Context: an optimization exercise on an open-source flow, tuned for small area, a short achievable clock period and few clock cycles per item. The choices shown serve that exercise and are no tape-out recipe.
Function was checked by simulation only, so behaviour that the tests miss may differ from the original.
Power figures rest on the tool's default switching activity, not on a simulated workload.

## flow/design.v (module list and top-level ports; edited modules follow where they fit)
// module biquad_cascade: 4727 lines
module biquad_cascade (
    input  wire               clk,
    input  wire               rst,         
    input  wire               coef_we,
    input  wire signed [15:0] coef_b0,
    input  wire signed [15:0] coef_b1,
    input  wire signed [15:0] coef_b2,
    input  wire signed [15:0] coef_a1,
    input  wire signed [15:0] coef_a2,
    input  wire        [2:0]  coef_nst,    
    input  wire               in_valid,
    output wire               in_ready,
    input  wire signed [15:0] in_data,
    output reg                out_valid,
    output reg  signed [15:0] out_data
);
  // ...
==> flow/run.sh <==
#!/bin/bash
# synth_recipe.tcl (not shown) runs the flow's synth.tcl, then flattens the netlist and writes it again
# the make line also repeats each setting of config.mk as NAME=value (left out here)
make -C /OpenROAD-flow-scripts/flow DESIGN_CONFIG=/design/flow/config.mk WORK_HOME=/design/flow/orfs CLKGATE_MAP_FILE= SYNTH_SCRIPT=/design/flow/synth_recipe.tcl finish
==> flow/config.mk <==
export PLATFORM = sky130hd
export DESIGN_NAME = biquad_cascade
export DESIGN_NICKNAME = biquad_cascade
export VERILOG_FILES = /design/flow/design.v
export SDC_FILE = /design/flow/constraint.sdc
export NUM_CORES = 4
export LEC_CHECK = 0
export ABC_AREA = 1
export CAP_MARGIN = 20
export CORE_MARGIN = 2
export CORE_UTILIZATION = 40
export SLEW_MARGIN = 20
==> flow/constraint.sdc <==
create_clock -name core_clock -period 16.0 [get_ports {clk}]
set_input_delay 3.2000 -clock core_clock [delete_from_list [all_inputs] [get_ports {clk}]]
set_output_delay 3.2000 -clock core_clock [all_outputs]
set_load 0.01 [all_outputs]
==> summary.txt, run 1 <==
Synthesis
  – Post-Syn Area per Cell: slightly below 9 sq um
  – Post-synthesis compound-gate area fraction: 0.159
  – Synth Area in Adders: 0.303
  – Post-synthesis cell type count: 52
  – Synth area leaders: fa_1 (28%), dfxtp_1 (15%), xor2_1 (12%)
  – Largest family of logic cells by synthesized area: adder cells
  – Asr flop ratio synth: 0
  – Synth top cells by count: inv_1 (1002), fa_1 (656), xor2_1 (649), o22ai_1 (629), nand2_1 (546)
  – Count leader, synth: inv_1
  – Multiplexer share of the synthesized area: 0.000457

Timing
  – Setup TNS Final: 0 ns
  – Setup WS post-layout: 8.94 ns
  – Hold Fails Final Rpt: 0
  – Measured slew at the worst slew-check pin: 1.17 ns
  – Hold WS: 0.461 ns
  – Period utilisation layout: 0.441
  – # setup viols final: 0

Worst setup path
  – Slowest-stage cell, CP: clkinv_1
  – Startpoint types: flop
  – CP Capture Point: csr[45]
  – Worst-path maximum fanout: 22
  – Critical-path cell list: clkinv_1 -> buf_4 -> o2111ai_1 -> inv_1 -> o22ai_1 -> xor2_1 -> fa_1 -> inv_1 -> fa_1 -> fa_1 -> inv_1 -> fa_1 -> inv_1 -> fa_1 -> inv_1 -> fa_1 -> inv_1 -> fa_1

Place
  – Port Buffers: 120

Drt
  – Final wirelength: 193000 um
  – Routed Antenna Nets: 0
  – DRC: 0
  – DR pass1 iterations: 7

Global routing
  – Global route overflow: 0
  – Met2 Use GR: 0.494

Layout
  – Final Instance Count excl. Fillers: around 6900
  – Fillers: approximately 11000
  – Share of cells above drive strength 1: 0.0541

Flow run
  – Max_cap viols: 0

Power
  – Sw frac: 0.551

Run status
  – Outcome: no timing/DRC/antenna violations

Clocking
  – CTS sink cnt: 441
Testbench counts, summed over its fixed seeds: cycles 18,236, samples 6,144.
==> run 2, diff against run 1 <==
--- a/flow/design.v
+++ b/flow/design.v
@@ -874,20 +874,20 @@
     wire pp713;
     wire pp714;
     wire pp715;
     wire pp716;
     wire pp717;
     wire pp718;
     wire pp719;
     wire pp720;
-    wire s721;
-    wire c722;
-    wire s723;
-    wire c724;
+    wire n_s721;
+    wire n_c722;
+    wire n_s723;
+    wire n_c724;
     wire s725;
     wire c726;
     wire s727;
     wire c728;
     wire s729;
     wire c730;
     wire s731;
     wire c732;
@@ -3170,20 +3170,20 @@
     assign pp713 = ((a2_one7 & opy2[10]) | (a2_two7 & opy2[9])) ^ a2_neg7n;
     assign pp714 = ((a2_one7 & opy2[11]) | (a2_two7 & opy2[10])) ^ a2_neg7n;
     assign pp715 = ((a2_one7 & opy2[12]) | (a2_two7 & opy2[11])) ^ a2_neg7n;
     assign pp716 = ((a2_one7 & opy2[13]) | (a2_two7 & opy2[12])) ^ a2_neg7n;
     assign pp717 = ((a2_one7 & opy2[14]) | (a2_two7 & opy2[13])) ^ a2_neg7n;
     assign pp718 = ((a2_one7 & opy2[15]) | (a2_two7 & opy2[14])) ^ a2_neg7n;
     assign pp719 = ((a2_one7 & opy2[15]) | (a2_two7 & opy2[15])) ^ a2_neg7n;
     assign pp720 = ~(((a2_one7 & opy2[15]) | (a2_two7 & opy2[15])) ^ a2_neg7n);
-    assign s721 = pp15 ^ pp31 ^ pp47;
-    assign c722 = (pp15 & pp31) | (pp15 & pp47) | (pp31 & pp47);
-    assign s723 = pp63 ^ pp79;
-    assign c724 = pp63 & pp79;
+    assign n_s721 = b0_neg7 ^ b1_neg7 ^ b2_neg7;
+    assign n_c722 = (b0_neg7 & b1_neg7) | (b0_neg7 & b2_neg7) | (b1_neg7 & b2_neg7);
+    assign n_s723 = a1_neg7n ^ a2_neg7n;
+    assign n_c724 = a1_neg7n & a2_neg7n;
     assign s725 = pp9 ^ pp25 ^ pp41;
     assign c726 = (pp9 & pp25) | (pp9 & pp41) | (pp25 & pp41);
     assign s727 = pp11 ^ pp27 ^ pp43;
     assign c728 = (pp11 & pp27) | (pp11 & pp43) | (pp27 & pp43);
     assign s729 = pp59 ^ pp75 ^ pp91;
     assign c730 = (pp59 & pp75) | (pp59 & pp91) | (pp75 & pp91);
     assign s731 = b0_neg5 ^ pp155 ^ pp171;
     assign c732 = (b0_neg5 & pp155) | (b0_neg5 & pp171) | (pp155 & pp171);
@@ -3222,38 +3222,38 @@
     assign s765 = pp222 ^ pp238 ^ pp254;
     assign c766 = (pp222 & pp238) | (pp222 & pp254) | (pp238 & pp254);
     assign s767 = pp302 ^ pp318 ^ pp334;
     assign c768 = (pp302 & pp318) | (pp302 & pp334) | (pp318 & pp334);
     assign s769 = pp350 ^ pp366 ^ pp382;
     assign c770 = (pp350 & pp366) | (pp350 & pp382) | (pp366 & pp382);
     assign s771 = pp398 ^ pp446 ^ pp462;
     assign c772 = (pp398 & pp446) | (pp398 & pp462) | (pp446 & pp462);
-    assign s773 = pp95 ^ pp111 ^ pp127;
-    assign c774 = (pp95 & pp111) | (pp95 & pp127) | (pp111 & pp127);
-    assign s775 = b0_neg7 ^ pp159 ^ pp175;
-    assign c776 = (b0_neg7 & pp159) | (b0_neg7 & pp175) | (pp159 & pp175);
-    assign s777 = pp191 ^ pp207 ^ pp223;
-    assign c778 = (pp191 & pp207) | (pp191 & pp223) | (pp207 & pp223);
-    assign s779 = pp239 ^ pp255 ^ pp271;
-    assign c780 = (pp239 & pp255) | (pp239 & pp271) | (pp255 & pp271);
-    assign s781 = b1_neg7 ^ pp303 ^ pp319;
-    assign c782 = (b1_neg7 & pp303) | (b1_neg7 & pp319) | (pp303 & pp319);
-    assign s783 = pp335 ^ pp351 ^ pp367;
-    assign c784 = (pp335 & pp351) | (pp335 & pp367) | (pp351 & pp367);
-    assign s785 = pp383 ^ pp399 ^ pp415;
-    assign c786 = (pp383 & pp399) | (pp383 & pp415) | (pp399 & pp415);
-    assign s787 = b2_neg7 ^ pp447 ^ pp463;
-    assign c788 = (b2_neg7 & pp447) | (b2_neg7 & pp463) | (pp447 & pp463);
-    assign s789 = pp479 ^ pp495 ^ pp511;
-    assign c790 = (pp479 & pp495) | (pp479 & pp511) | (pp495 & pp511);
-    assign s791 = pp527 ^ pp543 ^ pp559;
-    assign c792 = (pp527 & pp543) | (pp527 & pp559) | (pp543 & pp559);
-    assign s793 = a1_neg7n ^ pp591 ^ pp607;
-    assign c794 = (a1_neg7n & pp591) | (a1_neg7n & pp607) | (pp591 & pp607);
+    assign s773 = pp15 ^ pp31 ^ pp47;
+    assign c774 = (pp15 & pp31) | (pp15 & pp47) | (pp31 & pp47);
+    assign s775 = pp63 ^ pp79 ^ pp95;
+    assign c776 = (pp63 & pp79) | (pp63 & pp95) | (pp79 & pp95);
+    assign s777 = pp111 ^ pp127 ^ pp159;
+    assign c778 = (pp111 & pp127) | (pp111 & pp159) | (pp127 & pp159);
+    assign s779 = pp175 ^ pp191 ^ pp207;
+    assign c780 = (pp175 & pp191) | (pp175 & pp207) | (pp191 & pp207);
+    assign s781 = pp223 ^ pp239 ^ pp255;
+    assign c782 = (pp223 & pp239) | (pp223 & pp255) | (pp239 & pp255);
+    assign s783 = pp271 ^ pp303 ^ pp319;
+    assign c784 = (pp271 & pp303) | (pp271 & pp319) | (pp303 & pp319);
+    assign s785 = pp335 ^ pp351 ^ pp367;
+    assign c786 = (pp335 & pp351) | (pp335 & pp367) | (pp351 & pp367);
+    assign s787 = pp383 ^ pp399 ^ pp415;
+    assign c788 = (pp383 & pp399) | (pp383 & pp415) | (pp399 & pp415);
+    assign s789 = pp447 ^ pp463 ^ pp479;
+    assign c790 = (pp447 & pp463) | (pp447 & pp479) | (pp463 & pp479);
+    assign s791 = pp495 ^ pp511 ^ pp527;
+    assign c792 = (pp495 & pp511) | (pp495 & pp527) | (pp511 & pp527);
+    assign s793 = pp543 ^ pp559 ^ pp591;
+    assign c794 = (pp543 & pp559) | (pp543 & pp591) | (pp559 & pp591);
     assign s795 = pp16 ^ pp32 ^ pp48;
     assign c796 = (pp16 & pp32) | (pp16 & pp48) | (pp32 & pp48);
     assign s797 = pp64 ^ pp80 ^ pp96;
     assign c798 = (pp64 & pp80) | (pp64 & pp96) | (pp80 & pp96);
     assign s799 = pp112 ^ pp128 ^ pp160;
     assign c800 = (pp112 & pp128) | (pp112 & pp160) | (pp128 & pp160);
     assign s801 = pp176 ^ pp192 ^ pp208;
     assign c802 = (pp176 & pp192) | (pp176 & pp208) | (pp192 & pp208);
@@ -3496,46 +3496,46 @@
     assign s1039 = s763 ^ s765 ^ s767;
     assign c1040 = (s763 & s765) | (s763 & s767) | (s765 & s767);
     assign s1041 = s769 ^ s771 ^ c742;
     assign c1042 = (s769 & s771) | (s769 & c742) | (s771 & c742);
     assign s1043 = c744 ^ c746 ^ c748;
     assign c1044 = (c744 & c746) | (c744 & c748) | (c746 & c748);
     assign s1045 = c750 ^ c752 ^ c754;
     assign c1046 = (c750 & c752) | (c750 & c754) | (c752 & c754);
-    assign s1047 = pp623 ^ pp639 ^ pp655;
-    assign c1048 = (pp623 & pp639) | (pp623 & pp655) | (pp639 & pp655);
-    assign s1049 = pp671 ^ pp687 ^ pp703;
-    assign c1050 = (pp671 & pp687) | (pp671 & pp703) | (pp687 & pp703);
-    assign s1051 = a2_neg7n ^ s773 ^ s775;
-    assign c1052 = (a2_neg7n & s773) | (a2_neg7n & s775) | (s773 & s775);
-    assign s1053 = s777 ^ s779 ^ s781;
-    assign c1054 = (s777 & s779) | (s777 & s781) | (s779 & s781);
-    assign s1055 = s783 ^ s785 ^ s787;
-    assign c1056 = (s783 & s785) | (s783 & s787) | (s785 & s787);
-    assign s1057 = s789 ^ s791 ^ s793;
-    assign c1058 = (s789 & s791) | (s789 & s793) | (s791 & s793);
-    assign s1059 = s721 ^ s723 ^ c758;
-    assign c1060 = (s721 & s723) | (s721 & c758) | (s723 & c758);
+    assign s1047 = pp607 ^ pp623 ^ pp639;
+    assign c1048 = (pp607 & pp623) | (pp607 & pp639) | (pp623 & pp639);
+    assign s1049 = pp655 ^ pp671 ^ pp687;
+    assign c1050 = (pp655 & pp671) | (pp655 & pp687) | (pp671 & pp687);
+    assign s1051 = pp703 ^ n_s721 ^ n_s723;
+    assign c1052 = (pp703 & n_s721) | (pp703 & n_s723) | (n_s721 & n_s723);
+    assign s1053 = s773 ^ s775 ^ s777;
+    assign c1054 = (s773 & s775) | (s773 & s777) | (s775 & s777);
+    assign s1055 = s779 ^ s781 ^ s783;
+    assign c1056 = (s779 & s781) | (s779 & s783) | (s781 & s783);
+    assign s1057 = s785 ^ s787 ^ s789;
+    assign c1058 = (s785 & s787) | (s785 & s789) | (s787 & s789);
+    assign s1059 = s791 ^ s793 ^ c758;
+    assign c1060 = (s791 & s793) | (s791 & c758) | (s793 & c758);
     assign s1061 = c760 ^ c762 ^ c764;
     assign c1062 = (c760 & c762) | (c760 & c764) | (c762 & c764);
     assign s1063 = c766 ^ c768 ^ c770;
     assign c1064 = (c766 & c768) | (c766 & c770) | (c768 & c770);
-    assign s1065 = pp688 ^ pp704 ^ s795;
-    assign c1066 = (pp688 & pp704) | (pp688 & s795) | (pp704 & s795);
-    assign s1067 = s797 ^ s799 ^ s801;
-    assign c1068 = (s797 & s799) | (s797 & s801) | (s799 & s801);
-    assign s1069 = s803 ^ s805 ^ s807;
-    assign c1070 = (s803 & s805) | (s803 & s807) | (s805 & s807);
-    assign s1071 = s809 ^ s811 ^ s813;
-    assign c1072 = (s809 & s811) | (s809 & s813) | (s811 & s813);
-    assign s1073 = s815 ^ s817 ^ s819;
-    assign c1074 = (s815 & s817) | (s815 & s819) | (s817 & s819);
-    assign s1075 = c722 ^ c724 ^ c774;
-    assign c1076 = (c722 & c724) | (c722 & c774) | (c724 & c774);
+    assign s1065 = pp688 ^ pp704 ^ n_c722;
+    assign c1066 = (pp688 & pp704) | (pp688 & n_c722) | (pp704 & n_c722);
+    assign s1067 = n_c724 ^ s795 ^ s797;
+    assign c1068 = (n_c724 & s795) | (n_c724 & s797) | (s795 & s797);
+    assign s1069 = s799 ^ s801 ^ s803;
+    assign c1070 = (s799 & s801) | (s799 & s803) | (s801 & s803);
+    assign s1071 = s805 ^ s807 ^ s809;
+    assign c1072 = (s805 & s807) | (s805 & s809) | (s807 & s809);
+    assign s1073 = s811 ^ s813 ^ s815;
+    assign c1074 = (s811 & s813) | (s811 & s815) | (s813 & s815);
+    assign s1075 = s817 ^ s819 ^ c774;
+    assign c1076 = (s817 & s819) | (s817 & c774) | (s819 & c774);
     assign s1077 = c776 ^ c778 ^ c780;
     assign c1078 = (c776 & c778) | (c776 & c780) | (c778 & c780);
     assign s1079 = c782 ^ c784 ^ c786;
     assign c1080 = (c782 & c784) | (c782 & c786) | (c784 & c786);
     assign s1081 = c788 ^ c790 ^ c792;
     assign c1082 = (c788 & c790) | (c788 & c792) | (c790 & c792);
     assign s1083 = pp689 ^ pp705 ^ s821;
     assign c1084 = (pp689 & pp705) | (pp689 & s821) | (pp705 & s821);
@@ -3802,48 +3802,48 @@
     assign s1345 = c1014 ^ c1016 ^ c1018;
     assign c1346 = (c1014 & c1016) | (c1014 & c1018) | (c1016 & c1018);
     assign s1347 = c1020 ^ s1037 ^ s1039;
     assign c1348 = (c1020 & s1037) | (c1020 & s1039) | (s1037 & s1039);
     assign s1349 = s1041 ^ s1043 ^ s1045;
     assign c1350 = (s1041 & s1043) | (s1041 & s1045) | (s1043 & s1045);
     assign s1351 = c1022 ^ c1024 ^ c1026;
     assign c1352 = (c1022 & c1024) | (c1022 & c1026) | (c1024 & c1026);
-    assign s1353 = s1047 ^ s1049 ^ c772;
-    assign c1354 = (s1047 & s1049) | (s1047 & c772) | (s1049 & c772);
-    assign s1355 = c1030 ^ c1032 ^ c1034;
-    assign c1356 = (c1030 & c1032) | (c1030 & c1034) | (c1032 & c1034);
-    assign s1357 = c1036 ^ s1051 ^ s1053;
-    assign c1358 = (c1036 & s1051) | (c1036 & s1053) | (s1051 & s1053);
+    assign s1353 = s1047 ^ s1049 ^ s1051;
+    assign c1354 = (s1047 & s1049) | (s1047 & s1051) | (s1049 & s1051);
+    assign s1355 = c772 ^ c1030 ^ c1032;
+    assign c1356 = (c772 & c1030) | (c772 & c1032) | (c1030 & c1032);
+    assign s1357 = c1034 ^ c1036 ^ s1053;
+    assign c1358 = (c1034 & c1036) | (c1034 & s1053) | (c1036 & s1053);
     assign s1359 = s1055 ^ s1057 ^ s1059;
     assign c1360 = (s1055 & s1057) | (s1055 & s1059) | (s1057 & s1059);
     assign s1361 = s1061 ^ s1063 ^ c1038;
     assign c1362 = (s1061 & s1063) | (s1061 & c1038) | (s1063 & c1038);
     assign s1363 = c1040 ^ c1042 ^ c1044;
     assign c1364 = (c1040 & c1042) | (c1040 & c1044) | (c1042 & c1044);
-    assign s1365 = c794 ^ c1048 ^ c1050;
-    assign c1366 = (c794 & c1048) | (c794 & c1050) | (c1048 & c1050);
-    assign s1367 = s1065 ^ s1067 ^ s1069;
-    assign c1368 = (s1065 & s1067) | (s1065 & s1069) | (s1067 & s1069);
-    assign s1369 = s1071 ^ s1073 ^ s1075;
-    assign c1370 = (s1071 & s1073) | (s1071 & s1075) | (s1073 & s1075);
-    assign s1371 = s1077 ^ s1079 ^ s1081;
-    assign c1372 = (s1077 & s1079) | (s1077 & s1081) | (s1079 & s1081);
-    assign s1373 = c1052 ^ c1054 ^ c1056;
-    assign c1374 = (c1052 & c1054) | (c1052 & c1056) | (c1054 & c1056);
+    assign s1365 = s1065 ^ c794 ^ c1048;
+    assign c1366 = (s1065 & c794) | (s1065 & c1048) | (c794 & c1048);
+    assign s1367 = c1050 ^ c1052 ^ s1067;
+    assign c1368 = (c1050 & c1052) | (c1050 & s1067) | (c1052 & s1067);
+    assign s1369 = s1069 ^ s1071 ^ s1073;
+    assign c1370 = (s1069 & s1071) | (s1069 & s1073) | (s1071 & s1073);
+    assign s1371 = s1075 ^ s1077 ^ s1079;
+    assign c1372 = (s1075 & s1077) | (s1075 & s1079) | (s1077 & s1079);
+    assign s1373 = s1081 ^ c1054 ^ c1056;
+    assign c1374 = (s1081 & c1054) | (s1081 & c1056) | (c1054 & c1056);
     assign s1375 = c1058 ^ c1060 ^ c1062;
     assign c1376 = (c1058 & c1060) | (c1058 & c1062) | (c1060 & c1062);
-    assign s1377 = c820 ^ s1083 ^ s1085;
-    assign c1378 = (c820 & s1083) | (c820 & s1085) | (s1083 & s1085);
-    assign s1379 = s1087 ^ s1089 ^ s1091;
-    assign c1380 = (s1087 & s1089) | (s1087 & s1091) | (s1089 & s1091);
-    assign s1381 = s1093 ^ s1095 ^ s1097;
-    assign c1382 = (s1093 & s1095) | (s1093 & s1097) | (s1095 & s1097);
-    assign s1383 = s1099 ^ c1066 ^ c1068;
-    assign c1384 = (s1099 & c1066) | (s1099 & c1068) | (c1066 & c1068);
+    assign s1377 = c820 ^ c1066 ^ s1083;
+    assign c1378 = (c820 & c1066) | (c820 & s1083) | (c1066 & s1083);
+    assign s1379 = s1085 ^ s1087 ^ s1089;
+    assign c1380 = (s1085 & s1087) | (s1085 & s1089) | (s1087 & s1089);
+    assign s1381 = s1091 ^ s1093 ^ s1095;
+    assign c1382 = (s1091 & s1093) | (s1091 & s1095) | (s1093 & s1095);
+    assign s1383 = s1097 ^ s1099 ^ c1068;
+    assign c1384 = (s1097 & s1099) | (s1097 & c1068) | (s1099 & c1068);
     assign s1385 = c1070 ^ c1072 ^ c1074;
     assign c1386 = (c1070 & c1072) | (c1070 & c1074) | (c1072 & c1074);
     assign s1387 = c1076 ^ c1078 ^ c1080;
     assign c1388 = (c1076 & c1078) | (c1076 & c1080) | (c1078 & c1080);
     assign s1389 = c846 ^ s1101 ^ s1103;
     assign c1390 = (c846 & s1101) | (c846 & s1103) | (s1101 & s1103);
     assign s1391 = s1105 ^ s1107 ^ s1109;
     assign c1392 = (s1105 & s1107) | (s1105 & s1109) | (s1107 & s1109);
@@ -4494,150 +4494,150 @@
     assign s2037 = s1909 ^ s1911 ^ s1913;
     assign c2038 = (s1909 & s1911) | (s1909 & s1913) | (s1911 & s1913);
     assign s2039 = c1904 ^ c1906 ^ c1908;
     assign c2040 = (c1904 & c1906) | (c1904 & c1908) | (c1906 & c1908);
     assign s2041 = pp720 ^ s1915 ^ s1917;
     assign c2042 = (pp720 & s1915) | (pp720 & s1917) | (s1915 & s1917);
     assign s2043 = c1910 ^ c1912 ^ c1914;
     assign c2044 = (c1910 & c1912) | (c1910 & c1914) | (c1912 & c1914);
-    assign s2045 = s1919 ^ s1737;
-    assign c2046 = s1919 & s1737;
-    assign s2047 = c1740 ^ c1920 ^ s1921;
-    assign c2048 = (c1740 & c1920) | (c1740 & s1921) | (c1920 & s1921);
-    assign s2049 = s1925 ^ s1927 ^ c1922;
-    assign c2050 = (s1925 & s1927) | (s1925 & c1922) | (s1927 & c1922);
-    assign s2051 = s1929 ^ c1926 ^ c1928;
-    assign c2052 = (s1929 & c1926) | (s1929 & c1928) | (c1926 & c1928);
-    assign s2053 = c1930 ^ s1933 ^ s1935;
-    assign c2054 = (c1930 & s1933) | (c1930 & s1935) | (s1933 & s1935);
-    assign s2055 = s1937 ^ c1934 ^ c1936;
-    assign c2056 = (s1937 & c1934) | (s1937 & c1936) | (c1934 & c1936);
-    assign s2057 = s1941 ^ c1938 ^ s1943;
-    assign c2058 = (s1941 & c1938) | (s1941 & s1943) | (c1938 & s1943);
-    assign s2059 = c1942 ^ s1945 ^ c1944;
-    assign c2060 = (c1942 & s1945) | (c1942 & c1944) | (s1945 & c1944);
-    assign s2061 = s1949 ^ c1946 ^ s1951;
-    assign c2062 = (s1949 & c1946) | (s1949 & s1951) | (c1946 & s1951);
-    assign s2063 = s1953 ^ c1950 ^ s1955;
-    assign c2064 = (s1953 & c1950) | (s1953 & s1955) | (c1950 & s1955);
-    assign s2065 = c1954 ^ s1957 ^ s1959;
-    assign c2066 = (c1954 & s1957) | (c1954 & s1959) | (s1957 & s1959);
-    assign s2067 = s1961 ^ s1963 ^ c1958;
-    assign c2068 = (s1961 & s1963) | (s1961 & c1958) | (s1963 & c1958);
-    assign s2069 = s1965 ^ c1962 ^ c1964;
-    assign c2070 = (s1965 & c1962) | (s1965 & c1964) | (c1962 & c1964);
-    assign s2071 = s1969 ^ c1966 ^ s1971;
-    assign c2072 = (s1969 & c1966) | (s1969 & s1971) | (c1966 & s1971);
-    assign s2073 = s1973 ^ c1970 ^ s1975;
-    assign c2074 = (s1973 & c1970) | (s1973 & s1975) | (c1970 & s1975);
-    assign s2075 = c1974 ^ s1977 ^ s1979;
-    assign c2076 = (c1974 & s1977) | (c1974 & s1979) | (s1977 & s1979);
-    assign s2077 = s1981 ^ s1983 ^ c1978;
-    assign c2078 = (s1981 & s1983) | (s1981 & c1978) | (s1983 & c1978);
-    assign s2079 = s1985 ^ s1987 ^ c1982;
-    assign c2080 = (s1985 & s1987) | (s1985 & c1982) | (s1987 & c1982);
-    assign s2081 = s1989 ^ s1991 ^ c1986;
-    assign c2082 = (s1989 & s1991) | (s1989 & c1986) | (s1991 & c1986);
-    assign s2083 = s1993 ^ s1995 ^ c1990;
-    assign c2084 = (s1993 & s1995) | (s1993 & c1990) | (s1995 & c1990);
-    assign s2085 = s1997 ^ s1999 ^ c1994;
-    assign c2086 = (s1997 & s1999) | (s1997 & c1994) | (s1999 & c1994);
-    assign s2087 = s2001 ^ s2003 ^ c1998;
-    assign c2088 = (s2001 & s2003) | (s2001 & c1998) | (s2003 & c1998);
-    assign s2089 = s2005 ^ s2007 ^ c2002;
-    assign c2090 = (s2005 & s2007) | (s2005 & c2002) | (s2007 & c2002);
-    assign s2091 = s2009 ^ s2011 ^ c2006;
-    assign c2092 = (s2009 & s2011) | (s2009 & c2006) | (s2011 & c2006);
-    assign s2093 = s2013 ^ c2010 ^ s2015;
-    assign c2094 = (s2013 & c2010) | (s2013 & s2015) | (c2010 & s2015);
-    assign s2095 = s2017 ^ c2014 ^ s2019;
-    assign c2096 = (s2017 & c2014) | (s2017 & s2019) | (c2014 & s2019);
-    assign s2097 = s2021 ^ s2023 ^ c2018;
-    assign c2098 = (s2021 & s2023) | (s2021 & c2018) | (s2023 & c2018);
-    assign s2099 = s2025 ^ s2027 ^ c2022;
-    assign c2100 = (s2025 & s2027) | (s2025 & c2022) | (s2027 & c2022);
-    assign s2101 = s2029 ^ c2026 ^ s2031;
-    assign c2102 = (s2029 & c2026) | (s2029 & s2031) | (c2026 & s2031);
-    assign s2103 = s2033 ^ s2035 ^ c2030;
-    assign c2104 = (s2033 & s2035) | (s2033 & c2030) | (s2035 & c2030);
-    assign s2105 = s2037 ^ c2034 ^ s2039;
-    assign c2106 = (s2037 & c2034) | (s2037 & s2039) | (c2034 & s2039);
-    assign s2107 = s2041 ^ s2043 ^ c2038;
-    assign c2108 = (s2041 & s2043) | (s2041 & c2038) | (s2043 & c2038);
-    assign s2109 = c1916 ^ c1918 ^ c2042;
-    assign c2110 = (c1916 & c1918) | (c1916 & c2042) | (c1918 & c2042);
-    reg [100-1:0] csr;
-    assign s2111 = csr[0] ^ csr[1];
-    assign c2112 = csr[0] & csr[1];
-    assign s2113 = csr[3] ^ csr[4] ^ csr[5];
-    assign c2114 = (csr[3] & csr[4]) | (csr[3] & csr[5]) | (csr[4] & csr[5]);
-    assign s2115 = csr[6] ^ csr[7] ^ csr[8];
-    assign c2116 = (csr[6] & csr[7]) | (csr[6] & csr[8]) | (csr[7] & csr[8]);
-    assign s2117 = csr[9] ^ csr[10] ^ csr[11];
-    assign c2118 = (csr[9] & csr[10]) | (csr[9] & csr[11]) | (csr[10] & csr[11]);
-    assign s2119 = csr[12] ^ csr[13] ^ csr[14];
-    assign c2120 = (csr[12] & csr[13]) | (csr[12] & csr[14]) | (csr[13] & csr[14]);
-    assign s2121 = csr[15] ^ csr[16] ^ csr[17];
-    assign c2122 = (csr[15] & csr[16]) | (csr[15] & csr[17]) | (csr[16] & csr[17]);
-    assign s2123 = csr[18] ^ csr[19] ^ csr[20];
-    assign c2124 = (csr[18] & csr[19]) | (csr[18] & csr[20]) | (csr[19] & csr[20]);
-    assign s2125 = csr[21] ^ csr[22] ^ csr[23];
-    assign c2126 = (csr[21] & csr[22]) | (csr[21] & csr[23]) | (csr[22] & csr[23]);
-    assign s2127 = csr[24] ^ csr[25] ^ csr[26];
-    assign c2128 = (csr[24] & csr[25]) | (csr[24] & csr[26]) | (csr[25] & csr[26]);
-    assign s2129 = csr[27] ^ csr[28] ^ csr[29];
-    assign c2130 = (csr[27] & csr[28]) | (csr[27] & csr[29]) | (csr[28] & csr[29]);
-    assign s2131 = csr[30] ^ csr[31] ^ csr[32];
-    assign c2132 = (csr[30] & csr[31]) | (csr[30] & csr[32]) | (csr[31] & csr[32]);
-    assign s2133 = csr[33] ^ csr[34] ^ csr[35];
-    assign c2134 = (csr[33] & csr[34]) | (csr[33] & csr[35]) | (csr[34] & csr[35]);
-    assign s2135 = csr[36] ^ csr[37] ^ csr[38];
-    assign c2136 = (csr[36] & csr[37]) | (csr[36] & csr[38]) | (csr[37] & csr[38]);
-    assign s2137 = csr[39] ^ csr[40] ^ csr[41];
-    assign c2138 = (csr[39] & csr[40]) | (csr[39] & csr[41]) | (csr[40] & csr[41]);
-    assign s2139 = csr[42] ^ csr[43] ^ csr[44];
-    assign c2140 = (csr[42] & csr[43]) | (csr[42] & csr[44]) | (csr[43] & csr[44]);
-    assign s2141 = csr[45] ^ csr[46] ^ csr[47];
-    assign c2142 = (csr[45] & csr[46]) | (csr[45] & csr[47]) | (csr[46] & csr[47]);
-    assign s2143 = csr[48] ^ csr[49] ^ csr[50];
-    assign c2144 = (csr[48] & csr[49]) | (csr[48] & csr[50]) | (csr[49] & csr[50]);
-    assign s2145 = csr[51] ^ csr[52] ^ csr[53];
-    assign c2146 = (csr[51] & csr[52]) | (csr[51] & csr[53]) | (csr[52] & csr[53]);
-    assign s2147 = csr[54] ^ csr[55] ^ csr[56];
-    assign c2148 = (csr[54] & csr[55]) | (csr[54] & csr[56]) | (csr[55] & csr[56]);
-    assign s2149 = csr[57] ^ csr[58] ^ csr[59];
-    assign c2150 = (csr[57] & csr[58]) | (csr[57] & csr[59]) | (csr[58] & csr[59]);
-    assign s2151 = csr[60] ^ csr[61] ^ csr[62];
-    assign c2152 = (csr[60] & csr[61]) | (csr[60] & csr[62]) | (csr[61] & csr[62]);
-    assign s2153 = csr[63] ^ csr[64] ^ csr[65];
-    assign c2154 = (csr[63] & csr[64]) | (csr[63] & csr[65]) | (csr[64] & csr[65]);
-    assign s2155 = csr[66] ^ csr[67] ^ csr[68];
-    assign c2156 = (csr[66] & csr[67]) | (csr[66] & csr[68]) | (csr[67] & csr[68]);
-    assign s2157 = csr[69] ^ csr[70] ^ csr[71];
-    assign c2158 = (csr[69] & csr[70]) | (csr[69] & csr[71]) | (csr[70] & csr[71]);
-    assign s2159 = csr[72] ^ csr[73] ^ csr[74];
-    assign c2160 = (csr[72] & csr[73]) | (csr[72] & csr[74]) | (csr[73] & csr[74]);
-    assign s2161 = csr[75] ^ csr[76] ^ csr[77];
-    assign c2162 = (csr[75] & csr[76]) | (csr[75] & csr[77]) | (csr[76] & csr[77]);
-    assign s2163 = csr[78] ^ csr[79] ^ csr[80];
-    assign c2164 = (csr[78] & csr[79]) | (csr[78] & csr[80]) | (csr[79] & csr[80]);
-    assign s2165 = csr[81] ^ csr[82] ^ csr[83];
-    assign c2166 = (csr[81] & csr[82]) | (csr[81] & csr[83]) | (csr[82] & csr[83]);
-    assign s2167 = csr[84] ^ csr[85] ^ csr[86];
-    assign c2168 = (csr[84] & csr[85]) | (csr[84] & csr[86]) | (csr[85] & csr[86]);
-    assign s2169 = csr[87] ^ csr[88] ^ csr[89];
-    assign c2170 = (csr[87] & csr[88]) | (csr[87] & csr[89]) | (csr[88] & csr[89]);
-    assign s2171 = csr[90] ^ csr[91] ^ csr[92];
-    assign c2172 = (csr[90] & csr[91]) | (csr[90] & csr[92]) | (csr[91] & csr[92]);
-    assign s2173 = csr[93] ^ csr[94] ^ csr[95];
-    assign c2174 = (csr[93] & csr[94]) | (csr[93] & csr[95]) | (csr[94] & csr[95]);
-    assign s2175 = csr[96] ^ csr[97] ^ csr[98];
-    assign c2176 = (csr[96] & csr[97]) | (csr[96] & csr[98]) | (csr[97] & csr[98]);
-    wire [33:0] acc = {csr[99], s2175, s2173, s2171, s2169, s2167, s2165, s2163, s2161, s2159, s2157, s2155, s2153, s2151, s2149, s2147, s2145, s2143, s2141, s2139, s2137, s2135, s2133, s2131, s2129, s2127, s2125, s2123, s2121, s2119, s2117, s2115, s2113, s2111} + {c2176, c2174, c2172, c2170, c2168, c2166, c2164, c2162, c2160, c2158, c2156, c2154, c2152, c2150, c2148, c2146, c2144, c2142, c2140, c2138, c2136, c2134, c2132, c2130, c2128, c2126, c2124, c2122, c2120, c2118, c2116, c2114, c2112, csr[2]};
+    reg [132-1:0] csr;
+    assign s2045 = csr[0] ^ csr[1];
+    assign c2046 = csr[0] & csr[1];
+    assign s2047 = csr[4] ^ csr[5] ^ csr[6];
+    assign c2048 = (csr[4] & csr[5]) | (csr[4] & csr[6]) | (csr[5] & csr[6]);
+    assign s2049 = csr[8] ^ csr[9] ^ csr[10];
+    assign c2050 = (csr[8] & csr[9]) | (csr[8] & csr[10]) | (csr[9] & csr[10]);
+    assign s2051 = csr[12] ^ csr[13] ^ csr[14];
+    assign c2052 = (csr[12] & csr[13]) | (csr[12] & csr[14]) | (csr[13] & csr[14]);
+    assign s2053 = csr[16] ^ csr[17] ^ csr[18];
+    assign c2054 = (csr[16] & csr[17]) | (csr[16] & csr[18]) | (csr[17] & csr[18]);
+    assign s2055 = csr[20] ^ csr[21] ^ csr[22];
+    assign c2056 = (csr[20] & csr[21]) | (csr[20] & csr[22]) | (csr[21] & csr[22]);
+    assign s2057 = csr[24] ^ csr[25] ^ csr[26];
+    assign c2058 = (csr[24] & csr[25]) | (csr[24] & csr[26]) | (csr[25] & csr[26]);
+    assign s2059 = csr[28] ^ csr[29] ^ csr[30];
+    assign c2060 = (csr[28] & csr[29]) | (csr[28] & csr[30]) | (csr[29] & csr[30]);
+    assign s2061 = csr[32] ^ csr[33] ^ csr[34];
+    assign c2062 = (csr[32] & csr[33]) | (csr[32] & csr[34]) | (csr[33] & csr[34]);
+    assign s2063 = csr[36] ^ csr[37] ^ csr[38];
+    assign c2064 = (csr[36] & csr[37]) | (csr[36] & csr[38]) | (csr[37] & csr[38]);
+    assign s2065 = csr[40] ^ csr[41] ^ csr[42];
+    assign c2066 = (csr[40] & csr[41]) | (csr[40] & csr[42]) | (csr[41] & csr[42]);
+    assign s2067 = csr[44] ^ csr[45] ^ csr[46];
+    assign c2068 = (csr[44] & csr[45]) | (csr[44] & csr[46]) | (csr[45] & csr[46]);
+    assign s2069 = csr[48] ^ csr[49] ^ csr[50];
+    assign c2070 = (csr[48] & csr[49]) | (csr[48] & csr[50]) | (csr[49] & csr[50]);
+    assign s2071 = csr[52] ^ csr[53] ^ csr[54];
+    assign c2072 = (csr[52] & csr[53]) | (csr[52] & csr[54]) | (csr[53] & csr[54]);
+    assign s2073 = csr[56] ^ csr[57] ^ csr[58];
+    assign c2074 = (csr[56] & csr[57]) | (csr[56] & csr[58]) | (csr[57] & csr[58]);
+    assign s2075 = csr[60] ^ csr[61] ^ csr[62];
+    assign c2076 = (csr[60] & csr[61]) | (csr[60] & csr[62]) | (csr[61] & csr[62]);
+    assign s2077 = csr[64] ^ csr[65] ^ csr[66];
+    assign c2078 = (csr[64] & csr[65]) | (csr[64] & csr[66]) | (csr[65] & csr[66]);
+    assign s2079 = csr[68] ^ csr[69] ^ csr[70];
+    assign c2080 = (csr[68] & csr[69]) | (csr[68] & csr[70]) | (csr[69] & csr[70]);
+    assign s2081 = csr[72] ^ csr[73] ^ csr[74];
+    assign c2082 = (csr[72] & csr[73]) | (csr[72] & csr[74]) | (csr[73] & csr[74]);
+    assign s2083 = csr[76] ^ csr[77] ^ csr[78];
+    assign c2084 = (csr[76] & csr[77]) | (csr[76] & csr[78]) | (csr[77] & csr[78]);
+    assign s2085 = csr[80] ^ csr[81] ^ csr[82];
+    assign c2086 = (csr[80] & csr[81]) | (csr[80] & csr[82]) | (csr[81] & csr[82]);
+    assign s2087 = csr[84] ^ csr[85] ^ csr[86];
+    assign c2088 = (csr[84] & csr[85]) | (csr[84] & csr[86]) | (csr[85] & csr[86]);
+    assign s2089 = csr[88] ^ csr[89] ^ csr[90];
+    assign c2090 = (csr[88] & csr[89]) | (csr[88] & csr[90]) | (csr[89] & csr[90]);
+    assign s2091 = csr[92] ^ csr[93] ^ csr[94];
+    assign c2092 = (csr[92] & csr[93]) | (csr[92] & csr[94]) | (csr[93] & csr[94]);
+    assign s2093 = csr[96] ^ csr[97] ^ csr[98];
+    assign c2094 = (csr[96] & csr[97]) | (csr[96] & csr[98]) | (csr[97] & csr[98]);
+    assign s2095 = csr[100] ^ csr[101] ^ csr[102];
+    assign c2096 = (csr[100] & csr[101]) | (csr[100] & csr[102]) | (csr[101] & csr[102]);
+    assign s2097 = csr[104] ^ csr[105] ^ csr[106];
+    assign c2098 = (csr[104] & csr[105]) | (csr[104] & csr[106]) | (csr[105] & csr[106]);
+    assign s2099 = csr[108] ^ csr[109] ^ csr[110];
+    assign c2100 = (csr[108] & csr[109]) | (csr[108] & csr[110]) | (csr[109] & csr[110]);
+    assign s2101 = csr[112] ^ csr[113] ^ csr[114];
+    assign c2102 = (csr[112] & csr[113]) | (csr[112] & csr[114]) | (csr[113] & csr[114]);
+    assign s2103 = csr[116] ^ csr[117] ^ csr[118];
+    assign c2104 = (csr[116] & csr[117]) | (csr[116] & csr[118]) | (csr[117] & csr[118]);
+    assign s2105 = csr[120] ^ csr[121] ^ csr[122];
+    assign c2106 = (csr[120] & csr[121]) | (csr[120] & csr[122]) | (csr[121] & csr[122]);
+    assign s2107 = csr[124] ^ csr[125] ^ csr[126];
+    assign c2108 = (csr[124] & csr[125]) | (csr[124] & csr[126]) | (csr[125] & csr[126]);
+    assign s2109 = csr[128] ^ csr[129] ^ csr[130];
+    assign c2110 = (csr[128] & csr[129]) | (csr[128] & csr[130]) | (csr[129] & csr[130]);
+    assign s2111 = csr[2] ^ csr[3];
+    assign c2112 = csr[2] & csr[3];
+    assign s2113 = csr[7] ^ s2047 ^ c2046;
+    assign c2114 = (csr[7] & s2047) | (csr[7] & c2046) | (s2047 & c2046);
+    assign s2115 = csr[11] ^ s2049 ^ c2048;
+    assign c2116 = (csr[11] & s2049) | (csr[11] & c2048) | (s2049 & c2048);
+    assign s2117 = csr[15] ^ s2051 ^ c2050;
+    assign c2118 = (csr[15] & s2051) | (csr[15] & c2050) | (s2051 & c2050);
+    assign s2119 = csr[19] ^ s2053 ^ c2052;
+    assign c2120 = (csr[19] & s2053) | (csr[19] & c2052) | (s2053 & c2052);
+    assign s2121 = csr[23] ^ s2055 ^ c2054;
+    assign c2122 = (csr[23] & s2055) | (csr[23] & c2054) | (s2055 & c2054);
+    assign s2123 = csr[27] ^ s2057 ^ c2056;
+    assign c2124 = (csr[27] & s2057) | (csr[27] & c2056) | (s2057 & c2056);
+    assign s2125 = csr[31] ^ s2059 ^ c2058;
+    assign c2126 = (csr[31] & s2059) | (csr[31] & c2058) | (s2059 & c2058);
+    assign s2127 = csr[35] ^ s2061 ^ c2060;
+    assign c2128 = (csr[35] & s2061) | (csr[35] & c2060) | (s2061 & c2060);
+    assign s2129 = csr[39] ^ s2063 ^ c2062;
+    assign c2130 = (csr[39] & s2063) | (csr[39] & c2062) | (s2063 & c2062);
+    assign s2131 = csr[43] ^ s2065 ^ c2064;
+    assign c2132 = (csr[43] & s2065) | (csr[43] & c2064) | (s2065 & c2064);
+    assign s2133 = csr[47] ^ s2067 ^ c2066;
+    assign c2134 = (csr[47] & s2067) | (csr[47] & c2066) | (s2067 & c2066);
+    assign s2135 = csr[51] ^ s2069 ^ c2068;
+    assign c2136 = (csr[51] & s2069) | (csr[51] & c2068) | (s2069 & c2068);
+    assign s2137 = csr[55] ^ s2071 ^ c2070;
+    assign c2138 = (csr[55] & s2071) | (csr[55] & c2070) | (s2071 & c2070);
+    assign s2139 = csr[59] ^ s2073 ^ c2072;
+    assign c2140 = (csr[59] & s2073) | (csr[59] & c2072) | (s2073 & c2072);
+    assign s2141 = csr[63] ^ s2075 ^ c2074;
+    assign c2142 = (csr[63] & s2075) | (csr[63] & c2074) | (s2075 & c2074);
+    assign s2143 = csr[67] ^ s2077 ^ c2076;
+    assign c2144 = (csr[67] & s2077) | (csr[67] & c2076) | (s2077 & c2076);
+    assign s2145 = csr[71] ^ s2079 ^ c2078;
+    assign c2146 = (csr[71] & s2079) | (csr[71] & c2078) | (s2079 & c2078);
+    assign s2147 = csr[75] ^ s2081 ^ c2080;
+    assign c2148 = (csr[75] & s2081) | (csr[75] & c2080) | (s2081 & c2080);
+    assign s2149 = csr[79] ^ s2083 ^ c2082;
+    assign c2150 = (csr[79] & s2083) | (csr[79] & c2082) | (s2083 & c2082);
+    assign s2151 = csr[83] ^ s2085 ^ c2084;
+    assign c2152 = (csr[83] & s2085) | (csr[83] & c2084) | (s2085 & c2084);
+    assign s2153 = csr[87] ^ s2087 ^ c2086;
+    assign c2154 = (csr[87] & s2087) | (csr[87] & c2086) | (s2087 & c2086);
+    assign s2155 = csr[91] ^ s2089 ^ c2088;
+    assign c2156 = (csr[91] & s2089) | (csr[91] & c2088) | (s2089 & c2088);
+    assign s2157 = csr[95] ^ s2091 ^ c2090;
+    assign c2158 = (csr[95] & s2091) | (csr[95] & c2090) | (s2091 & c2090);
+    assign s2159 = csr[99] ^ s2093 ^ c2092;
+    assign c2160 = (csr[99] & s2093) | (csr[99] & c2092) | (s2093 & c2092);
+    assign s2161 = csr[103] ^ s2095 ^ c2094;
+    assign c2162 = (csr[103] & s2095) | (csr[103] & c2094) | (s2095 & c2094);
+    assign s2163 = csr[107] ^ s2097 ^ c2096;
+    assign c2164 = (csr[107] & s2097) | (csr[107] & c2096) | (s2097 & c2096);
+    assign s2165 = csr[111] ^ s2099 ^ c2098;
+    assign c2166 = (csr[111] & s2099) | (csr[111] & c2098) | (s2099 & c2098);
+    assign s2167 = csr[115] ^ s2101 ^ c2100;
+    assign c2168 = (csr[115] & s2101) | (csr[115] & c2100) | (s2101 & c2100);
+    assign s2169 = csr[119] ^ s2103 ^ c2102;
+    assign c2170 = (csr[119] & s2103) | (csr[119] & c2102) | (s2103 & c2102);
+    assign s2171 = csr[123] ^ s2105 ^ c2104;
+    assign c2172 = (csr[123] & s2105) | (csr[123] & c2104) | (s2105 & c2104);
+    assign s2173 = csr[127] ^ s2107 ^ c2106;
+    assign c2174 = (csr[127] & s2107) | (csr[127] & c2106) | (s2107 & c2106);
+    assign s2175 = csr[131] ^ s2109 ^ c2108;
+    assign c2176 = (csr[131] & s2109) | (csr[131] & c2108) | (s2109 & c2108);
+    wire [33:0] acc = {c2110, s2175, s2173, s2171, s2169, s2167, s2165, s2163, s2161, s2159, s2157, s2155, s2153, s2151, s2149, s2147, s2145, s2143, s2141, s2139, s2137, s2135, s2133, s2131, s2129, s2127, s2125, s2123, s2121, s2119, s2117, s2115, s2113, s2111} + {c2176, c2174, c2172, c2170, c2168, c2166, c2164, c2162, c2160, c2158, c2156, c2154, c2152, c2150, c2148, c2146, c2144, c2142, c2140, c2138, c2136, c2134, c2132, c2130, c2128, c2126, c2124, c2122, c2120, c2118, c2116, c2114, c2112, s2045};
     wire        ovf = ~((&acc[33:29]) | ~(|acc[33:29]));
     wire [15:0] y   = ovf ? {acc[33], {15{~acc[33]}}} : acc[29:14];
     wire       acc_in = in_valid & rdy;
     wire       nst0   = (nst == 3'd0);
     wire [3:0] setp   = {bsel[2:0] & {3{~blast}}, acc_in & ~nst0};
     wire [3:0] pend_n = (pend & ~isel) | setp;
     wire       slot_end = (nst == 3'd3) ? (slot == 2'd2) :
                           (nst == 3'd4) ? (slot == 2'd3) : slot[0];
@@ -4681,17 +4681,17 @@
             isel      <= isel_n;
             bsel      <= isel;
             blast     <= |(isel & lastsec);
             rdy       <= ~pend_n[0] | isel_n[0];
             out_valid <= (acc_in & nst0) | (|bsel & blast);
         end
     end
     always @(posedge clk) begin
-        csr      <= {c2110, c2108, c2044, s2109, c2106, c2040, s2107, c2104, c2036, s2105, c2102, c2032, s2103, c2100, c2028, s2101, c2098, c2024, s2099, c2096, c2020, s2097, c2094, c2016, s2095, c2092, c2012, s2093, c2090, c2008, s2091, c2088, c2004, s2089, c2086, c2000, s2087, c2084, c1996, s2085, c2082, c1992, s2083, c2080, c1988, s2081, c2078, c1984, s2079, c2076, c1980, s2077, c2074, c1976, s2075, c2072, c1972, s2073, c2070, c1968, s2071, c2068, s1967, s2069, c2066, c1960, s2067, c2064, c1956, s2065, c2062, c1952, s2063, c2060, c1948, s2061, c2058, s1947, s2059, c2056, c1940, s2057, c2054, s1939, s2055, c2052, c1932, s2053, c2050, s1931, s2051, c2048, c1924, s2049, c2046, s1923, s2047, s1521, s1739, s2045};
+        csr      <= {c2044, c2042, c1918, c1916, c2040, c2038, s2043, s2041, c2036, c2034, s2039, s2037, c2032, c2030, s2035, s2033, c2028, c2026, s2031, s2029, c2024, c2022, s2027, s2025, c2020, c2018, s2023, s2021, c2016, c2014, s2019, s2017, c2012, c2010, s2015, s2013, c2008, c2006, s2011, s2009, c2004, c2002, s2007, s2005, c2000, c1998, s2003, s2001, c1996, c1994, s1999, s1997, c1992, c1990, s1995, s1993, c1988, c1986, s1991, s1989, c1984, c1982, s1987, s1985, c1980, c1978, s1983, s1981, c1976, c1974, s1979, s1977, c1972, c1970, s1975, s1973, c1968, c1966, s1971, s1969, c1964, c1962, s1967, s1965, c1960, c1958, s1963, s1961, c1956, c1954, s1959, s1957, c1952, c1950, s1955, s1953, c1948, c1946, s1951, s1949, c1944, c1942, s1947, s1945, c1940, c1938, s1943, s1941, c1936, c1934, s1939, s1937, c1932, c1930, s1935, s1933, c1928, c1926, s1931, s1929, c1924, c1922, s1927, s1925, c1920, c1740, s1923, s1921, s1521, s1739, s1737, s1919};
         out_data <= nst0 ? in_data : y;
     end
     always @(posedge clk) begin
         if (!rst && coef_we) begin
             b0 <= coef_b0; b1 <= coef_b1; b2 <= coef_b2;
             a1 <= coef_a1; a2 <= coef_a2;
         end
     end
==> flow/flow/run.sh (new file) <==
#!/bin/bash
set -euo pipefail
MARGIN=$(cat flow/margin.txt)
bash standard.sh SETUP_SLACK_MARGIN=$MARGIN finish > flow_standard.log 2>&1
==> flow/flow/margin.txt (new file) <==
11
==> flow/standard.sh (new file) <==
#!/bin/bash
# synth_recipe.tcl (not shown) runs the flow's synth.tcl, then flattens the netlist and writes it again
# the make line also repeats each setting of config.mk as NAME=value (left out here)
make -C /OpenROAD-flow-scripts/flow DESIGN_CONFIG=/design/flow/config.mk WORK_HOME=/design/flow/orfs CLKGATE_MAP_FILE= SYNTH_SCRIPT=/design/flow/synth_recipe.tcl "${@:-finish}"
removed: flow/run.sh
==> summary.txt, run 2 <==
Power
  – Internal power: 5.44 mW (was 4.82 mW)
  – Clock power frac: 0.120 (was 0.118)
  – Power share of the combinational group: 0.753 (was 0.734)
  – VDD IR max: 0.528 mV (was 0.240 mV)
  – Sw Pwr: 7.48 mW (was 5.92 mW)
  – Cell Pwr Density: 225 mW/mm^2 (was 211 mW/mm^2)
  – Pleak: 25.3 nW (was 22.9 nW)
  – Total power: 12.9 mW (was 10.7 mW)
  – Seq pwr share: 0.126 (was 0.147)
  – Sw frac: 0.579 (was 0.551)

Drt
  – First DRT Iteration DRCs: 5628 (was 4968)
  – DRC: 0 (unchanged)
  – WL per Instance: 28.1 um (about the same)
  – DR pass1 iterations: 6 (was 7)
  – Via count of the routed design: 42600 (was 39900)
  – Routed Antenna Nets: 0 (unchanged)
  – Final wirelength: 205000 um (was 193000 um)
  – Vias per std cell: 5.84 (was 5.80)

Timing
  – Slew Viols, Final: 0 (unchanged)
  – # setup viols final: 0 (unchanged)
  – Hold Fails Final Rpt: 0 (unchanged)
  – Worst Clk Skew: 0.0523 ns (was 0.0441 ns)
  – Tmin final: 5.31 ns (was 7.06 ns)
  – Relative slew slack: 0.196 (was 0.218)
  – Setup TNS Final: 0 ns (unchanged)
  – FMAX: 188 MHz (was 142 MHz)
  – Setup WS post-layout: 10.69 ns (was 8.94 ns)
  – Period utilisation layout: 0.332 (was 0.441)
  – Measured slew at the worst slew-check pin: 1.20 ns (was 1.17 ns)
  – RSZ-0062 raised after global routing: yes (was no)

Worst setup path
  – Slowest-stage cell, CP: fa_1 (was clkinv_1)
  – Setup Crit Path Kind: reg2reg (unchanged)
  – Startpoint types: flop (unchanged)
  – Worst-path maximum fanout: 6 (was 22)
  – Crit-path most repeated cell: fa_1 (unchanged)
  – Max incr delay on CP: 0.56 ns (was 0.62 ns)
  – Required time of the critical path: 16.56 ns (was 16.54 ns)
  – Critical-path cell list: clkinvlp_4 -> buf_6 -> buf_12 -> buf_6 -> o2111ai_4 -> clkinvlp_4 -> buf_6 -> buf_12 -> o22ai_4 -> xor2_2 -> fa_1 -> fa_1 -> inv_2 -> fa_1 -> inv_2 -> fa_1 -> inv_2 -> fa_2 -> fa_2 (was clkinv_1 -> buf_4 -> o2111ai_1 -> inv_1 -> o22ai_1 -> xor2_1 -> fa_1 -> inv_1 -> fa_1 -> fa_1 -> inv_1 -> fa_1 -> inv_1 -> fa_1 -> inv_1 -> fa_1 -> inv_1 -> fa_1)
  – Crit. End Element: flop (unchanged)
  – CP Data Arrival Time: 5.87 ns (was 7.60 ns)
  – Flop-to-flop setup slack: 10.69 ns (was 8.94 ns)

Global routing
  – Total GRT Usage: 0.336 (was 0.320)
  – Vias in the first global route: 42800 (was 40100)
  – Largest net degree at the start of global routing: 109 (was 116)
  – First-pass GRT wire length: 294000 um (was 278000 um)
  – Initial antenna violation count: 5 (was 1)
  – Global route overflow: 0 (unchanged)

Run status
  – Outcome: no timing/DRC/antenna violations (unchanged)

Layout
  – Most frequent cells in the layout: inv_1 (847), xor2_1 (622), fa_1 (597) (was inv_1 (1002), fa_1 (656), xor2_1 (649))
  – Area delta synth->final: 21.6% (was 9.36%)
  – Nets: 6546 (was 6138)
  – Fillers: 10800 (was 11500)
  – Biggest register: csr (unchanged)
  – Share of cells above drive strength 1: 0.167 (was 0.0541)
  – Max FFs per register: 132 (was 100)
  – Commonest non-fill, non-tap cell in the layout: inv_1 (unchanged)
  – Diodes inserted: 0 (unchanged)

Synthesis
  – Ys Warns: 1 (unchanged)
  – Top-area cell type share of the netlist area: 0.276 (was 0.282)
  – Sequential fraction of the synthesis area: 0.221 (was 0.210)
  – Post-synthesis cell count: 5412 (was 5362)
  – Seq cells post-synth: 473 (was 441)
  – Syn_nets: 6250 (was 6201)
  – Post-synthesis cell type count: 52 (unchanged)
  – Synth Cell Area: 0.0471 sq mm (was 0.0466 sq mm)
  – Asr flop ratio synth: 0 (unchanged)
  – Primary FF master, synth: dfxtp_1 (unchanged)
  – Synth area leaders: fa_1 (28%), dfxtp_1 (16%), xor2_1 (12%) (was fa_1 (28%), dfxtp_1 (15%), xor2_1 (12%))
  – Area leader, netlist: fa_1 (unchanged)
  – Post-Syn Area per Cell: 8.71 sq um (was 8.69 sq um)
  – EDFF count, synth: 96 (unchanged)
  – Count leader, synth: inv_1 (unchanged)
  – Synth top cells by count: inv_1 (951), fa_1 (651), xor2_1 (642), o22ai_1 (631), nand2_1 (562) (was inv_1 (1002), fa_1 (656), xor2_1 (649), o22ai_1 (629), nand2_1 (546))

Floorplan
  – Initial Utilization: 0.405 (was 0.402)
  – Die H: 347 um (was 345 um)
  – IO Pins: 121 (unchanged)
  – Row cnt: 125 (unchanged)
  – Core ar.: 0.117 sq mm (was 0.116 sq mm)
  – Die area: 0.121 sq mm (was 0.119 sq mm)
  – Chip width: 347 um (was 345 um)

Clocking
  – CTS buffer count: 60 (was 54)
  – CTS sink cnt: 473 (was 441)
  – Worst-skew pair later-pin latency: 0.73 ns (was 0.70 ns)
  – Clk root buf: clkbuf_16 (unchanged)
  – Hold-fix buffers at CTS: 0 (unchanged)
  – CTS tree: done (unchanged)
  – H-tree levels: 2 (unchanged)
  – Maximum buffer depth of the clock tree: 3 (unchanged)
  – Reg clk slew, reported paths: 0.06 ns (about the same)

Place
  – Hpwl dp: 148000 um (was 150000 um)
  – Placer Congestion: 1.02 (about the same)
  – Port Buffers: 120 (unchanged)
  – Worst slack, placed: 9.87 ns (was 9.13 ns)

Flow run
  – Max_cap viols: 0 (unchanged)

Worst hold path
  – Worst Hold Class: reg2reg (unchanged)
[run 2: power groups by stage]
stage	Combinational, mW	Sequential (mW)	Clock, mW
final	9.73	1.63	1.56
after global routing	10.6	1.65	1.62
after CTS	9.35	1.64	1.58
after detailed placement	9.17	1.68	0
after global placement	9.10	1.68	0
after floorplan	5.77	1.62	0
[run 2: path summary, 6_finish.rpt]
kind         cells past startpoint  endpoint  startpoint
max reg2reg                     19   csr[80]     isel[2]
min                              2    h01[3]      h01[3]
min reg2reg                      2    h01[3]      h01[3]
max                             19   csr[80]     isel[2]
[run 2: stage by stage]
step / cells / hold WS, ns / utilization / area [sq um]
final: 7284 / 0.465 / 0.492 / 57300
after floorplan: 5412 / 0.435 / - / 47200
after global routing: 7284 / 0.482 / 0.492 / 57300
after detailed placement: 6821 / 0.453 / 0.427 / 49800
after CTS: 7260 / 0.464 / 0.486 / 56700
after global placement: 6821 / 0.445 / 0.427 / 49800
[run 2: area by class of cell]
| type | instances | area, sq um | share of cell area |
|---|---|---|---|
| Clock inverter | 37 | 534 | 0.00932 |
| Tap cell | 1524 | 1910 | 0.0333 |
| Multi-Input combinational cell | 3592 | 32800 | 0.573 |
| Timing Repair Buffer | 581 | 5850 | 0.102 |
| Clock buffer | 77 | 1730 | 0.0302 |
| Inverter | 1000 | 4030 | 0.0702 |
| Sequential cell | 473 | 10500 | 0.182 |
[run 2: routing by layer]
layer  up-vias  wire (um)  GRT usage
met2      2929      85700      0.492
met1     20800      74600      0.419
li1      18000          -          -
met3       752      24500     0.0936
met5         -         77          0
met4        10      19800      0.260
[run 2: worst max-delay path: cells and delay by family, from the launching register on]
family	cells	cell delay [ns]
DFF	1	0.38
buffers and inverters	10	1.10
AOI/OAI and AO/OA	2	0.41
xor gates and xnor gates	1	0.17
adders and majority gates	6	3.06
[run 2: logic make-up after synthesis]
family | synth area share
xor gates and xnor gates | 0.126
AOI/OAI and AO/OA | 0.156
muxes | 0.000451
buffers and inverters | 0.110
DFF | 0.221
adders and majority gates | 0.299
and+or+nand+nor | 0.0871
[run 2: what timing repair did]
item | 4_1_cts | 5_1_grt
pin swaps | 54 | 75
resized for setup | 362 | 119
cloned | 18 | 1
setup buffers | 307 | 22
setup endpoints to repair | 85 | 67
Testbench counts of run 2, summed over its fixed seeds: cycles 18,236, samples 6,144.

-- separate check: timing with driven ports --
The flow's constraints put no driver on any port. The routed layouts listed below were extracted and timed again, unchanged, in two steps. Step 1 sets driving cells, clkbuf_16 on the clock port and buf_2 on the other inputs (assumed; they add their load-dependent delay and slew). Step 2 moves the port delays by t, midway between the first and last clock arrival at a register: inputs arrive t later, outputs are due t later. That takes back most of the time a late clock gives input paths. a / b / c = no drivers / after step 1 / after step 2; a / b = the first two.
run | t (ns) | setup WS [ns] | hold WS [ns]
run 1 | 0.759 | 8.940 / 8.940 / 8.940 | 0.461 / 0.461 / 0.461
run 2 | 0.784 | 10.692 / 10.692 / 10.527 | 0.465 / 0.465 / 0.465
After both steps every run listed still meets setup and hold. The setup slack of run 2, which loses most, moves by 0.000 ns with the drivers and by -0.165 ns with both steps.
